Context: an optimization exercise on an open-source flow, tuned for small area, a short achievable clock period and few clock cycles per item. The choices shown serve that exercise and are no tape-out recipe. The RTL was checked by simulation tests, not by an equivalence proof against the original design. Power is estimated from default activity; no workload was simulated.

## flow/design.v (module list and top-level ports; edited modules follow where they fit)
// module s8b_encoder: 821 lines
module s8b_encoder (
    input  wire        clk,
    input  wire        rst,
    input  wire        in_valid,
    output wire        in_ready,
    input  wire [31:0] in_data,
    output wire        out_valid,
    input  wire        out_ready,
    output wire [63:0] out_word,
    output wire        out_last
);
  // ...
==> flow/run.sh <==
#!/bin/bash
# synth_recipe.tcl (not shown) runs the flow's synth.tcl, then flattens the netlist and writes it again
# the make line also repeats each setting of config.mk as NAME=value (left out here)
make -C /OpenROAD-flow-scripts/flow DESIGN_CONFIG=/design/flow/config.mk WORK_HOME=/design/flow/orfs CLKGATE_MAP_FILE= SYNTH_SCRIPT=/design/flow/synth_recipe.tcl finish
==> flow/config.mk <==
export PLATFORM = sky130hd
export DESIGN_NAME = s8b_encoder
export DESIGN_NICKNAME = s8b_encoder
export VERILOG_FILES = /design/flow/design.v
export SDC_FILE = /design/flow/constraint.sdc
export NUM_CORES = 4
export LEC_CHECK = 0
export CAP_MARGIN = 20
export CORE_MARGIN = 2
export CORE_UTILIZATION = 40
export SLEW_MARGIN = 20
==> flow/constraint.sdc <==
create_clock -name core_clock -period 8.0 [get_ports {clk}]
set_input_delay 1.6000 -clock core_clock [delete_from_list [all_inputs] [get_ports {clk}]]
set_output_delay 1.6000 -clock core_clock [all_outputs]
set_load 0.01 [all_outputs]
==> flow_summary_export.csv, run 1 <==
group,metric,value,unit
yosys,async_reset_ff_share,0,%
place,dp_hpwl,70.7,mm
yosys,yosysTopAreaCell,"dfxtp_1",
power_and_ir_drop,clk-power,1.94,mW
place,dpl-instance-area,0.0221,mm²
routing,routed-wl-met3,12.1,mm
status,status,"finished clean",
cts,cts_buffer_depth,3,
critical_path,cp.required,8.52,ns
sta,fin_ws,1.10,ns
global_route,use_met1,48.9,%
routing,routed_wl,101,mm
hold_path,min_from,"w55$_DFF_P_",
die,io_pins,103,
yosys,yosysMostFrequentCell,"nand2_1",
sta,hold_viol,0,
cts,clock-root-buffer,"clkbuf_16",
routing,drt_iter0_markers,4317,
layout,nonClockInverterCount,35,
critical_path,arrival,7.42,ns
die,placementRows,83,
critical_path,start_kind,"register",
layout,multi_input_area_share,46.0,%
layout,seq_area,0.00890,mm²
yosys,synth_area,0.0207,mm²
cts,cts_hold_buffers,0,
sta,slew_headroom,9.76,%
place,place_congestion,1.04,
power_and_ir_drop,power_leader,"sequential cells",
power_and_ir_drop,p_per_area,300,mW/mm²
sta,setup-violations-final,0,
critical_path,cp-endpoint,"w12[1]$_DFF_P_",
critical_path,r2r_slack,1.10,ns
power_and_ir_drop,switching_power,2.91,mW
layout,fillers,4953,
yosys,yosysSeqAreaShare,43.0,%
sta,whs,0.520,ns
yosys,synth_enable_flop_cells,129,
critical_path,path_cells,"inv_1, ha_1, nor2b_1, a32o_1, nor3_1, a21oi_1, o31ai_2, and3_1, inv_4, nand2_4, or2_1, o32ai_1, a22o_1",
Testbench counts, summed over its fixed seeds: cycles 24,607, items 24,576.
==> run 2, diff against run 1 <==
--- a/flow/design.v
+++ b/flow/design.v
@@ -65,88 +65,89 @@
     reg [0:0] w52;
     reg [0:0] w53;
     reg [0:0] w54;
     reg [0:0] w55;
     reg [0:0] w56;
     reg [0:0] w57;
     reg [0:0] w58;
     reg [0:0] w59;
-    reg [6:0]  fill;       
+    reg [60:0] fo;         
+    reg        bf;         
     reg [7:0]  rin;        
     reg [31:0] q0, q1;     
     reg        v0, v1;
     reg        ov, ol;
     reg [63:0] ow;
     assign in_ready  = ~v1;
     assign out_valid = ov;
     assign out_word  = ow;
     assign out_last  = ol;
-    wire blk_full = (rin == 8'd0);   
-    wire f0 = (fill == 7'd0);
-    wire f1 = (fill == 7'd1);
-    wire f2 = (fill == 7'd2);
-    wire f3 = (fill == 7'd3);
-    wire f4 = (fill == 7'd4);
-    wire f5 = (fill == 7'd5);
-    wire f6 = (fill == 7'd6);
-    wire f7 = (fill == 7'd7);
-    wire f8 = (fill == 7'd8);
-    wire f9 = (fill == 7'd9);
-    wire f10 = (fill == 7'd10);
-    wire f11 = (fill == 7'd11);
-    wire f12 = (fill == 7'd12);
-    wire f13 = (fill == 7'd13);
-    wire f14 = (fill == 7'd14);
-    wire f15 = (fill == 7'd15);
-    wire f16 = (fill == 7'd16);
-    wire f17 = (fill == 7'd17);
-    wire f18 = (fill == 7'd18);
-    wire f19 = (fill == 7'd19);
-    wire f20 = (fill == 7'd20);
-    wire f21 = (fill == 7'd21);
-    wire f22 = (fill == 7'd22);
-    wire f23 = (fill == 7'd23);
-    wire f24 = (fill == 7'd24);
-    wire f25 = (fill == 7'd25);
-    wire f26 = (fill == 7'd26);
-    wire f27 = (fill == 7'd27);
-    wire f28 = (fill == 7'd28);
-    wire f29 = (fill == 7'd29);
-    wire f30 = (fill == 7'd30);
-    wire f31 = (fill == 7'd31);
-    wire f32 = (fill == 7'd32);
-    wire f33 = (fill == 7'd33);
-    wire f34 = (fill == 7'd34);
-    wire f35 = (fill == 7'd35);
-    wire f36 = (fill == 7'd36);
-    wire f37 = (fill == 7'd37);
-    wire f38 = (fill == 7'd38);
-    wire f39 = (fill == 7'd39);
-    wire f40 = (fill == 7'd40);
-    wire f41 = (fill == 7'd41);
-    wire f42 = (fill == 7'd42);
-    wire f43 = (fill == 7'd43);
-    wire f44 = (fill == 7'd44);
-    wire f45 = (fill == 7'd45);
-    wire f46 = (fill == 7'd46);
-    wire f47 = (fill == 7'd47);
-    wire f48 = (fill == 7'd48);
-    wire f49 = (fill == 7'd49);
-    wire f50 = (fill == 7'd50);
-    wire f51 = (fill == 7'd51);
-    wire f52 = (fill == 7'd52);
-    wire f53 = (fill == 7'd53);
-    wire f54 = (fill == 7'd54);
-    wire f55 = (fill == 7'd55);
-    wire f56 = (fill == 7'd56);
-    wire f57 = (fill == 7'd57);
-    wire f58 = (fill == 7'd58);
-    wire f59 = (fill == 7'd59);
-    wire f60 = (fill == 7'd60);
+    wire blk_full = bf;
+    wire f0 = fo[0];
+    wire f1 = fo[1];
+    wire f2 = fo[2];
+    wire f3 = fo[3];
+    wire f4 = fo[4];
+    wire f5 = fo[5];
+    wire f6 = fo[6];
+    wire f7 = fo[7];
+    wire f8 = fo[8];
+    wire f9 = fo[9];
+    wire f10 = fo[10];
+    wire f11 = fo[11];
+    wire f12 = fo[12];
+    wire f13 = fo[13];
+    wire f14 = fo[14];
+    wire f15 = fo[15];
+    wire f16 = fo[16];
+    wire f17 = fo[17];
+    wire f18 = fo[18];
+    wire f19 = fo[19];
+    wire f20 = fo[20];
+    wire f21 = fo[21];
+    wire f22 = fo[22];
+    wire f23 = fo[23];
+    wire f24 = fo[24];
+    wire f25 = fo[25];
+    wire f26 = fo[26];
+    wire f27 = fo[27];
+    wire f28 = fo[28];
+    wire f29 = fo[29];
+    wire f30 = fo[30];
+    wire f31 = fo[31];
+    wire f32 = fo[32];
+    wire f33 = fo[33];
+    wire f34 = fo[34];
+    wire f35 = fo[35];
+    wire f36 = fo[36];
+    wire f37 = fo[37];
+    wire f38 = fo[38];
+    wire f39 = fo[39];
+    wire f40 = fo[40];
+    wire f41 = fo[41];
+    wire f42 = fo[42];
+    wire f43 = fo[43];
+    wire f44 = fo[44];
+    wire f45 = fo[45];
+    wire f46 = fo[46];
+    wire f47 = fo[47];
+    wire f48 = fo[48];
+    wire f49 = fo[49];
+    wire f50 = fo[50];
+    wire f51 = fo[51];
+    wire f52 = fo[52];
+    wire f53 = fo[53];
+    wire f54 = fo[54];
+    wire f55 = fo[55];
+    wire f56 = fo[56];
+    wire f57 = fo[57];
+    wire f58 = fo[58];
+    wire f59 = fo[59];
+    wire f60 = fo[60];
     wire hx1 = |q0[31:1];
     wire hx2 = |q0[31:2];
     wire hx3 = |q0[31:3];
     wire hx4 = |q0[31:4];
     wire hx5 = |q0[31:5];
     wire hx6 = |q0[31:6];
     wire hx7 = |q0[31:7];
     wire hx8 = |q0[31:8];
@@ -682,40 +683,78 @@
     always @(posedge clk) w52 <= {d52_0};
     always @(posedge clk) w53 <= {d53_0};
     always @(posedge clk) w54 <= {d54_0};
     always @(posedge clk) w55 <= {d55_0};
     always @(posedge clk) w56 <= {d56_0};
     always @(posedge clk) w57 <= {d57_0};
     always @(posedge clk) w58 <= {d58_0};
     always @(posedge clk) w59 <= {d59_0};
-    reg [6:0] base;
-    always @(*) begin
-        base = fill;
-        if (emit) begin
-            if (blk_full) base = 7'd0;
-            else case (1'b1)
-                mf2: base = fill - 7'd60;
-                mf3: base = fill - 7'd30;
-                mf4: base = fill - 7'd20;
-                mf5: base = fill - 7'd15;
-                mf6: base = fill - 7'd12;
-                mf7: base = fill - 7'd10;
-                mf8: base = fill - 7'd8;
-                mf9: base = fill - 7'd7;
-                mf10: base = fill - 7'd6;
-                mf11: base = fill - 7'd5;
-                mf12: base = fill - 7'd4;
-                mf13: base = fill - 7'd3;
-                mf14: base = fill - 7'd2;
-                mf15: base = fill - 7'd1;
-                default: base = 7'd0;
-            endcase
-        end
-    end
+    wire fn0 = (~emit & ~pop & f0) | (emit & ~blk_full & ~pop & af0) | (emit & blk_full & ~pop);
+    wire fn1 = (~emit & ~pop & f1) | (~emit & pop & f0) | (emit & ~blk_full & ~pop & af1) | (emit & ~blk_full & pop & af0) | (emit & blk_full & pop);
+    wire fn2 = (~emit & ~pop & f2) | (~emit & pop & f1) | (emit & ~blk_full & ~pop & af2) | (emit & ~blk_full & pop & af1);
+    wire fn3 = (~emit & ~pop & f3) | (~emit & pop & f2) | (emit & ~blk_full & ~pop & af3) | (emit & ~blk_full & pop & af2);
+    wire fn4 = (~emit & ~pop & f4) | (~emit & pop & f3) | (emit & ~blk_full & ~pop & af4) | (emit & ~blk_full & pop & af3);
+    wire fn5 = (~emit & ~pop & f5) | (~emit & pop & f4) | (emit & ~blk_full & ~pop & af5) | (emit & ~blk_full & pop & af4);
+    wire fn6 = (~emit & ~pop & f6) | (~emit & pop & f5) | (emit & ~blk_full & ~pop & af6) | (emit & ~blk_full & pop & af5);
+    wire fn7 = (~emit & ~pop & f7) | (~emit & pop & f6) | (emit & ~blk_full & ~pop & af7) | (emit & ~blk_full & pop & af6);
+    wire fn8 = (~emit & ~pop & f8) | (~emit & pop & f7) | (emit & ~blk_full & ~pop & af8) | (emit & ~blk_full & pop & af7);
+    wire fn9 = (~emit & ~pop & f9) | (~emit & pop & f8) | (emit & ~blk_full & ~pop & af9) | (emit & ~blk_full & pop & af8);
+    wire fn10 = (~emit & ~pop & f10) | (~emit & pop & f9) | (emit & ~blk_full & ~pop & af10) | (emit & ~blk_full & pop & af9);
+    wire fn11 = (~emit & ~pop & f11) | (~emit & pop & f10) | (emit & ~blk_full & ~pop & af11) | (emit & ~blk_full & pop & af10);
+    wire fn12 = (~emit & ~pop & f12) | (~emit & pop & f11) | (emit & ~blk_full & ~pop & af12) | (emit & ~blk_full & pop & af11);
+    wire fn13 = (~emit & ~pop & f13) | (~emit & pop & f12) | (emit & ~blk_full & ~pop & af13) | (emit & ~blk_full & pop & af12);
+    wire fn14 = (~emit & ~pop & f14) | (~emit & pop & f13) | (emit & ~blk_full & ~pop & af14) | (emit & ~blk_full & pop & af13);
+    wire fn15 = (~emit & ~pop & f15) | (~emit & pop & f14) | (emit & ~blk_full & ~pop & af15) | (emit & ~blk_full & pop & af14);
+    wire fn16 = (~emit & ~pop & f16) | (~emit & pop & f15) | (emit & ~blk_full & ~pop & af16) | (emit & ~blk_full & pop & af15);
+    wire fn17 = (~emit & ~pop & f17) | (~emit & pop & f16) | (emit & ~blk_full & ~pop & af17) | (emit & ~blk_full & pop & af16);
+    wire fn18 = (~emit & ~pop & f18) | (~emit & pop & f17) | (emit & ~blk_full & ~pop & af18) | (emit & ~blk_full & pop & af17);
+    wire fn19 = (~emit & ~pop & f19) | (~emit & pop & f18) | (emit & ~blk_full & ~pop & af19) | (emit & ~blk_full & pop & af18);
+    wire fn20 = (~emit & ~pop & f20) | (~emit & pop & f19) | (emit & ~blk_full & ~pop & af20) | (emit & ~blk_full & pop & af19);
+    wire fn21 = (~emit & ~pop & f21) | (~emit & pop & f20) | (emit & ~blk_full & ~pop & af21) | (emit & ~blk_full & pop & af20);
+    wire fn22 = (~emit & ~pop & f22) | (~emit & pop & f21) | (emit & ~blk_full & ~pop & af22) | (emit & ~blk_full & pop & af21);
+    wire fn23 = (~emit & ~pop & f23) | (~emit & pop & f22) | (emit & ~blk_full & ~pop & af23) | (emit & ~blk_full & pop & af22);
+    wire fn24 = (~emit & ~pop & f24) | (~emit & pop & f23) | (emit & ~blk_full & ~pop & af24) | (emit & ~blk_full & pop & af23);
+    wire fn25 = (~emit & ~pop & f25) | (~emit & pop & f24) | (emit & ~blk_full & ~pop & af25) | (emit & ~blk_full & pop & af24);
+    wire fn26 = (~emit & ~pop & f26) | (~emit & pop & f25) | (emit & ~blk_full & ~pop & af26) | (emit & ~blk_full & pop & af25);
+    wire fn27 = (~emit & ~pop & f27) | (~emit & pop & f26) | (emit & ~blk_full & ~pop & af27) | (emit & ~blk_full & pop & af26);
+    wire fn28 = (~emit & ~pop & f28) | (~emit & pop & f27) | (emit & ~blk_full & ~pop & af28) | (emit & ~blk_full & pop & af27);
+    wire fn29 = (~emit & ~pop & f29) | (~emit & pop & f28) | (emit & ~blk_full & ~pop & af29) | (emit & ~blk_full & pop & af28);
+    wire fn30 = (~emit & ~pop & f30) | (~emit & pop & f29) | (emit & ~blk_full & pop & af29);
+    wire fn31 = (~emit & ~pop & f31) | (~emit & pop & f30);
+    wire fn32 = (~emit & ~pop & f32) | (~emit & pop & f31);
+    wire fn33 = (~emit & ~pop & f33) | (~emit & pop & f32);
+    wire fn34 = (~emit & ~pop & f34) | (~emit & pop & f33);
+    wire fn35 = (~emit & ~pop & f35) | (~emit & pop & f34);
+    wire fn36 = (~emit & ~pop & f36) | (~emit & pop & f35);
+    wire fn37 = (~emit & ~pop & f37) | (~emit & pop & f36);
+    wire fn38 = (~emit & ~pop & f38) | (~emit & pop & f37);
+    wire fn39 = (~emit & ~pop & f39) | (~emit & pop & f38);
+    wire fn40 = (~emit & ~pop & f40) | (~emit & pop & f39);
+    wire fn41 = (~emit & ~pop & f41) | (~emit & pop & f40);
+    wire fn42 = (~emit & ~pop & f42) | (~emit & pop & f41);
+    wire fn43 = (~emit & ~pop & f43) | (~emit & pop & f42);
+    wire fn44 = (~emit & ~pop & f44) | (~emit & pop & f43);
+    wire fn45 = (~emit & ~pop & f45) | (~emit & pop & f44);
+    wire fn46 = (~emit & ~pop & f46) | (~emit & pop & f45);
+    wire fn47 = (~emit & ~pop & f47) | (~emit & pop & f46);
+    wire fn48 = (~emit & ~pop & f48) | (~emit & pop & f47);
+    wire fn49 = (~emit & ~pop & f49) | (~emit & pop & f48);
+    wire fn50 = (~emit & ~pop & f50) | (~emit & pop & f49);
+    wire fn51 = (~emit & ~pop & f51) | (~emit & pop & f50);
+    wire fn52 = (~emit & ~pop & f52) | (~emit & pop & f51);
+    wire fn53 = (~emit & ~pop & f53) | (~emit & pop & f52);
+    wire fn54 = (~emit & ~pop & f54) | (~emit & pop & f53);
+    wire fn55 = (~emit & ~pop & f55) | (~emit & pop & f54);
+    wire fn56 = (~emit & ~pop & f56) | (~emit & pop & f55);
+    wire fn57 = (~emit & ~pop & f57) | (~emit & pop & f56);
+    wire fn58 = (~emit & ~pop & f58) | (~emit & pop & f57);
+    wire fn59 = (~emit & ~pop & f59) | (~emit & pop & f58);
+    wire fn60 = (~emit & ~pop & f60) | (~emit & pop & f59);
+    wire [60:0] fo_n = {fn60, fn59, fn58, fn57, fn56, fn55, fn54, fn53, fn52, fn51, fn50, fn49, fn48, fn47, fn46, fn45, fn44, fn43, fn42, fn41, fn40, fn39, fn38, fn37, fn36, fn35, fn34, fn33, fn32, fn31, fn30, fn29, fn28, fn27, fn26, fn25, fn24, fn23, fn22, fn21, fn20, fn19, fn18, fn17, fn16, fn15, fn14, fn13, fn12, fn11, fn10, fn9, fn8, fn7, fn6, fn5, fn4, fn3, fn2, fn1, fn0};
     wire pb0 = (oh2 & w0[0]) | (oh3 & w0[0]) | (oh4 & w0[0]) | (oh5 & w0[0]) | (oh6 & w0[0]) | (oh7 & w0[0]) | (oh8 & w0[0]) | (oh9 & w0[0]) | (oh10 & w0[0]) | (oh11 & w0[0]) | (oh12 & w0[0]) | (oh13 & w0[0]) | (oh14 & w0[0]) | (oh15 & w0[0]);
     wire pb1 = (oh2 & w1[0]) | (oh3 & w0[1]) | (oh4 & w0[1]) | (oh5 & w0[1]) | (oh6 & w0[1]) | (oh7 & w0[1]) | (oh8 & w0[1]) | (oh9 & w0[1]) | (oh10 & w0[1]) | (oh11 & w0[1]) | (oh12 & w0[1]) | (oh13 & w0[1]) | (oh14 & w0[1]) | (oh15 & w0[1]);
     wire pb2 = (oh2 & w2[0]) | (oh3 & w1[0]) | (oh4 & w0[2]) | (oh5 & w0[2]) | (oh6 & w0[2]) | (oh7 & w0[2]) | (oh8 & w0[2]) | (oh9 & w0[2]) | (oh10 & w0[2]) | (oh11 & w0[2]) | (oh12 & w0[2]) | (oh13 & w0[2]) | (oh14 & w0[2]) | (oh15 & w0[2]);
     wire pb3 = (oh2 & w3[0]) | (oh3 & w1[1]) | (oh4 & w1[0]) | (oh5 & w0[3]) | (oh6 & w0[3]) | (oh7 & w0[3]) | (oh8 & w0[3]) | (oh9 & w0[3]) | (oh10 & w0[3]) | (oh11 & w0[3]) | (oh12 & w0[3]) | (oh13 & w0[3]) | (oh14 & w0[3]) | (oh15 & w0[3]);
     wire pb4 = (oh2 & w4[0]) | (oh3 & w2[0]) | (oh4 & w1[1]) | (oh5 & w1[0]) | (oh6 & w0[4]) | (oh7 & w0[4]) | (oh8 & w0[4]) | (oh9 & w0[4]) | (oh10 & w0[4]) | (oh11 & w0[4]) | (oh12 & w0[4]) | (oh13 & w0[4]) | (oh14 & w0[4]) | (oh15 & w0[4]);
     wire pb5 = (oh2 & w5[0]) | (oh3 & w2[1]) | (oh4 & w1[2]) | (oh5 & w1[1]) | (oh6 & w1[0]) | (oh7 & w0[5]) | (oh8 & w0[5]) | (oh9 & w0[5]) | (oh10 & w0[5]) | (oh11 & w0[5]) | (oh12 & w0[5]) | (oh13 & w0[5]) | (oh14 & w0[5]) | (oh15 & w0[5]);
     wire pb6 = (oh2 & w6[0]) | (oh3 & w3[0]) | (oh4 & w2[0]) | (oh5 & w1[2]) | (oh6 & w1[1]) | (oh7 & w1[0]) | (oh8 & w0[6]) | (oh9 & w0[6]) | (oh10 & w0[6]) | (oh11 & w0[6]) | (oh12 & w0[6]) | (oh13 & w0[6]) | (oh14 & w0[6]) | (oh15 & w0[6]);
     wire pb7 = (oh2 & w7[0]) | (oh3 & w3[1]) | (oh4 & w2[1]) | (oh5 & w1[3]) | (oh6 & w1[2]) | (oh7 & w1[1]) | (oh8 & w1[0]) | (oh9 & w0[7]) | (oh10 & w0[7]) | (oh11 & w0[7]) | (oh12 & w0[7]) | (oh13 & w0[7]) | (oh14 & w0[7]) | (oh15 & w0[7]);
@@ -783,20 +822,22 @@
         end
         if (emit) begin
             ow <= {selv, payload};
             ol <= blk_full;
         end
     end
     always @(posedge clk) begin
         if (rst) begin
-            fill <= 7'd0;
+            fo   <= 61'd1;
             rin  <= 8'd128;
+            bf   <= 1'b0;
         end else begin
-            fill <= base + {6'd0, pop};
+            fo   <= fo_n;
+            bf   <= (emit & blk_full) ? 1'b0 : (blk_full | ((rin == 8'd1) & pop));
             if (emit & blk_full)
                 rin <= pop ? 8'd127 : 8'd128;
             else
                 rin <= rin - {7'd0, pop};
         end
     end
     wire push = in_valid & ~v1;
     always @(posedge clk) begin
==> flow/config.mk (replaced) <==
export PLATFORM = sky130hd
export DESIGN_NAME = s8b_encoder
export DESIGN_NICKNAME = s8b_encoder
export VERILOG_FILES = /design/flow/design.v
export SDC_FILE = /design/flow/constraint.sdc
export NUM_CORES = 4
export LEC_CHECK = 0
export CAP_MARGIN = 20
export CORE_MARGIN = 2
export CORE_UTILIZATION = 40
export SETUP_SLACK_MARGIN = 5
export SLEW_MARGIN = 20
export TNS_END_PERCENT = 5
==> flow_summary_export.csv, run 2 <==
group,metric,value,unit
yosys,netlist.area_leader.share,29.9,%
critical_path,arrival,4.10,ns
cts,numCtsBuffers,47,
global_route,grt_util_met3,9.14,%
hold_path,min_from,"w0[0]$_DFF_P_",
layout,fillers,4458,
status,status,"finished clean",
power_and_ir_drop,p_leak,8.98,nW
global_route,use_met1,48.8,%
critical_path,critical_path_class,"register to register",
global_route,grt_util_all_layers,35.5,%
yosys,yosysMostFrequentCell,"dfxtp_1",
hold_path,hp-class,"register to register",
global_route,antenna_found_initial,3,
die,dieArea,0.0530,mm²
die,fp.dieW,230,µm
power_and_ir_drop,switching_power,1.43,mW
global_route,overflow,0,
yosys,yosys_warnings,1,
yosys,yosys-top-cells-area,"dfxtp_1 (30%), edfxtp_1 (19%), a22o_1 (9.1%)",
sta,slew_headroom,12.4,%
place,port_buffers,102,
cts,cts.clk_slew.worst_paths,0.07,ns
routing,vias,20600,
yosys,synth_enable_flop_cells,129,
power_and_ir_drop,clock_power_share,42.8,%
yosys,yosysSeqAreaShare,48.8,%
routing,routed_wl,101,mm
critical_path,reg2reg_to,"w8[0]$_DFF_P_",
layout,final_cell_mix,"dfxtp_1 (303), a22o_1 (198), a222oi_1 (153), edfxtp_1 (129), clkdlybuf4s50_1 (102)",
power_and_ir_drop,vdd_ir_drop_max,0.141,mV
die,io_pins,103,
sta,fin_crit_sh,45.0,%
layout,layout-drive-gt1-share,19.0,%
layout,largest_register_ffs,64,
global_route,grt_max_degree,65,
routing,ant_nets,0,
yosys,async_reset_ff_share,0,%
routing,routedWlPerCell,37.2,µm
critical_path,start_kind,"register",
global_route,grt_pass1_vias,18400,
flow_run,max-cap-violations,0,
routing,drc,0,
critical_path,cp.required,8.50,ns
sta,period_minus_slack,3.60,ns
critical_path,r2r_cells,11,
critical_path,crit_fanout,9,
routing,drt_iter0_markers,4372,
die,dieHeight,230,µm
routing,dr.pass1.iters,13,
yosys,yosysTopAreaCell,"dfxtp_1",
power_and_ir_drop,sw_frac_of_total,26.4,%
power_and_ir_drop,seq_power_share,44.9,%
layout,top_register,"ow",
place,dp_hpwl,61.5,mm
global_route,grt_use_met2,50.8,%
sta,tns,0,ns
yosys,syn-instance-count,1945,
global_route,grt_pass1_wl,138,mm
hold_path,worstHoldEndpoint,"w0[0]$_DFF_P_",
power_and_ir_drop,finalPower,5.41,mW
cts,h-tree-depth,2,
yosys,ys.flop_type,"dfxtp_1",
global_route,grt_busiest_layer,"met2",
hold_path,hold_depth,1,
layout,final_common_cell,"dfxtp_1",
power_and_ir_drop,combPwrFrac,12.3,%
cts,cts_tree,"done",
sta,worstMarginPinSlew,1.31,ns
die,placementRows,82,
critical_path,slowest_delay,0.62,ns
layout,area_delta_synth_final,23.8,%
cts,cts.sink_count,435,
sta,timing.final.max_slew_violations,0,
critical_path,endpoint_kind,"register",
sta,finalClockSkew,0.0375,ns
sta,rsz0062_at_grt,"yes",
yosys,synthTopCellsByCount,"dfxtp_1 (306), a22o_1 (212), clkbuf_1 (160), a222oi_1 (153), edfxtp_1 (129)",
yosys,syn_area_per_cell,10.5,µm²
cts,clock_latency,0.62,ns
yosys,synth_area,0.0205,mm²
critical_path,cpMaxStageDelayCell,"or4_4",
sta,hold_viol,0,
sta,setup-violations-final,0,
layout,nNetsFinal,2050,
critical_path,r2r_start,"q0[16]$_DFFE_PP_",
power_and_ir_drop,p_per_area,213,mW/mm²
die,start_util,40.6,%
yosys,synth_seq_cells,435,
die,core_area,0.0504,mm²
yosys,synth_cell_types,64,
power_and_ir_drop,intPower,3.98,mW
cts,cts_buffer_depth,3,
sta,fmax,278,MHz
critical_path,path_cells,"or4_4, nor3_4, nand4_1, a221oi_2, nand4_1, buf_6, buf_4, buf_4, o21a_4, a22o_2, a221o_1",
cts,clock-root-buffer,"clkbuf_16",
layout,largest_registers,"ow: 64 flops, fo: 61 flops",
critical_path,r2r_slack,4.40,ns
yosys,synth_nets,1984,
place,place_congestion,0.997,
routing,viasPerCell,7.57,
-- run 2: cell types whose count changed in the layout (fill, tap and decap cells not counted), moves of 22 or more --
cell | previous run | this run
and3_1 | 9 | 43
a221oi_1 | 91 | 16
a22oi_1 | 37 | 96
nand2_1 | 334 | 101
o21ai_0 | 78 | 24
buf_4 | 51 | 82
a32oi_1 | 5 | 30
a21oi_1 | 46 | 20
dfxtp_1 | 251 | 303
nor3_1 | 38 | 16
a221o_1 | 18 | 85
nand3_1 | 90 | 57
ha_1 | 25 | 0
nor2_1 | 66 | 93
-- run 2: power by group through the flow --
stage	registers [mW]	clock network [mW]	logic (mW)
after floorplan	2.42	0	0.298
after global placement	2.47	0	0.434
after detailed placement	2.48	0	0.438
after CTS	2.42	2.32	0.556
after global routing	2.43	2.41	0.682
final	2.43	2.31	0.667
-- run 2: what timing repair did --
action                     CTS  global route
setup endpoints to repair  598           595
cloned                      15            15
buffers inserted            41            21
pin swaps                   26            24
hold buffers                 0             0
gates resized for setup    107            57
-- run 2: per-layer routing --
metal / wire [µm] / share of wire, %
met5: 0 / 0
met2: 41700 / 41
met4: 7600 / 7.5
met3: 13900 / 14
met1: 38000 / 38
-- run 2: final cells by class --
class                           instances  area, µm²  area share [%]
Multi-Input combinational cell       1283      10400            41.1
Sequential cell                       435      10000            39.5
Timing Repair Buffer                  224       2380            9.39
Tap cell                              672        841            3.32
Clock buffer                           71       1440            5.67
Inverter                               20       77.6           0.306
Antenna cell                            3       7.51          0.0296
Clock inverter                         15        196           0.775
-- run 2: through the flow --
stage                     setup slack [ns]  instance area [µm²]  util [%]  instances  hold WS [ns]
after floorplan                       4.72                20500         -       1945         0.449
after global placement                2.69                21900      43.5       2542         0.476
after detailed placement              2.63                21900      43.5       2542         0.471
after CTS                             4.59                24600      48.9       2684         0.487
after global routing                  4.36                25400      50.3       2721         0.510
final                                 4.40                25400      50.3       2723         0.484
-- run 2: logic make-up after synthesis --
| kind of cell | Yosys count | share of synthesized area (%) |
|---|---|---|
| compound gates | 697 | 29.7 |
| flops | 435 | 48.8 |
| buf+inv | 242 | 4.94 |
| xor+xnor | 5 | 0.214 |
| fa+ha+maj | 3 | 0.183 |
| simple gates | 496 | 12.5 |
| mux | 67 | 3.69 |
-- run 2: worst max-delay path, delay by kind of cell, from the launching register on --
| kind | cells | cell delay [ns] |
|---|---|---|
| simple gates | 4 | 1.26 |
| compound gates | 4 | 1.34 |
| buf+inv | 3 | 0.48 |
| flops | 1 | 0.40 |
-- run 2: worst max-delay path by stage --
stage                     start                end  slack (ns)  depth (start not counted)
5_1_grt        q0[16]$_DFFE_PP_      w0[2]$_DFF_P_        4.36                         12
3_3_place_gp                rst      w2[0]$_DFF_P_        2.69                          9
6_report       q0[16]$_DFFE_PP_      w8[0]$_DFF_P_        4.40                         11
2_1_floorplan         out_ready       ol$_DFFE_PN_        4.72                          4
4_1_cts        q0[17]$_DFFE_PP_  rin[6]$_SDFF_PP0_        4.59                         16
3_5_place_dp                rst      w2[0]$_DFF_P_        2.63                          9
Testbench counts of run 2, summed over its fixed seeds: cycles 24,607, items 24,576.

==> what the ideal ports hide <==
No port has a modelled driver above. Below, the same layouts with a new extraction and two added sets of constraints.
Step 1, drivers: a clkbuf_16 drives clk and a buf_2 each remaining input, both assumed.
Step 2, shift: input delay + t, output delay - t, t = (earliest + latest rising clock arrival at the registers) / 2. This alone moves slack from input paths to output paths.
Three values: ideal ports, drivers, drivers and shift; two values: the first two.
| run | t, ns | slack for setup (ns) | hold WS [ns] | cell pins on the clock port's net |
|---|---|---|---|---|
| run 1 | 0.649 | 1.102 / 1.102 / 1.102 | 0.520 / 0.520 / 0.520 | 1 |
| run 2 | 0.652 | 4.397 / 4.397 / 3.860 | 0.484 / 0.484 / 0.484 | 1 |
After both steps every run listed still meets setup and hold. For run 2, which loses most, drivers alone change the setup slack by 0.000 ns; drivers and shift together by -0.537 ns.
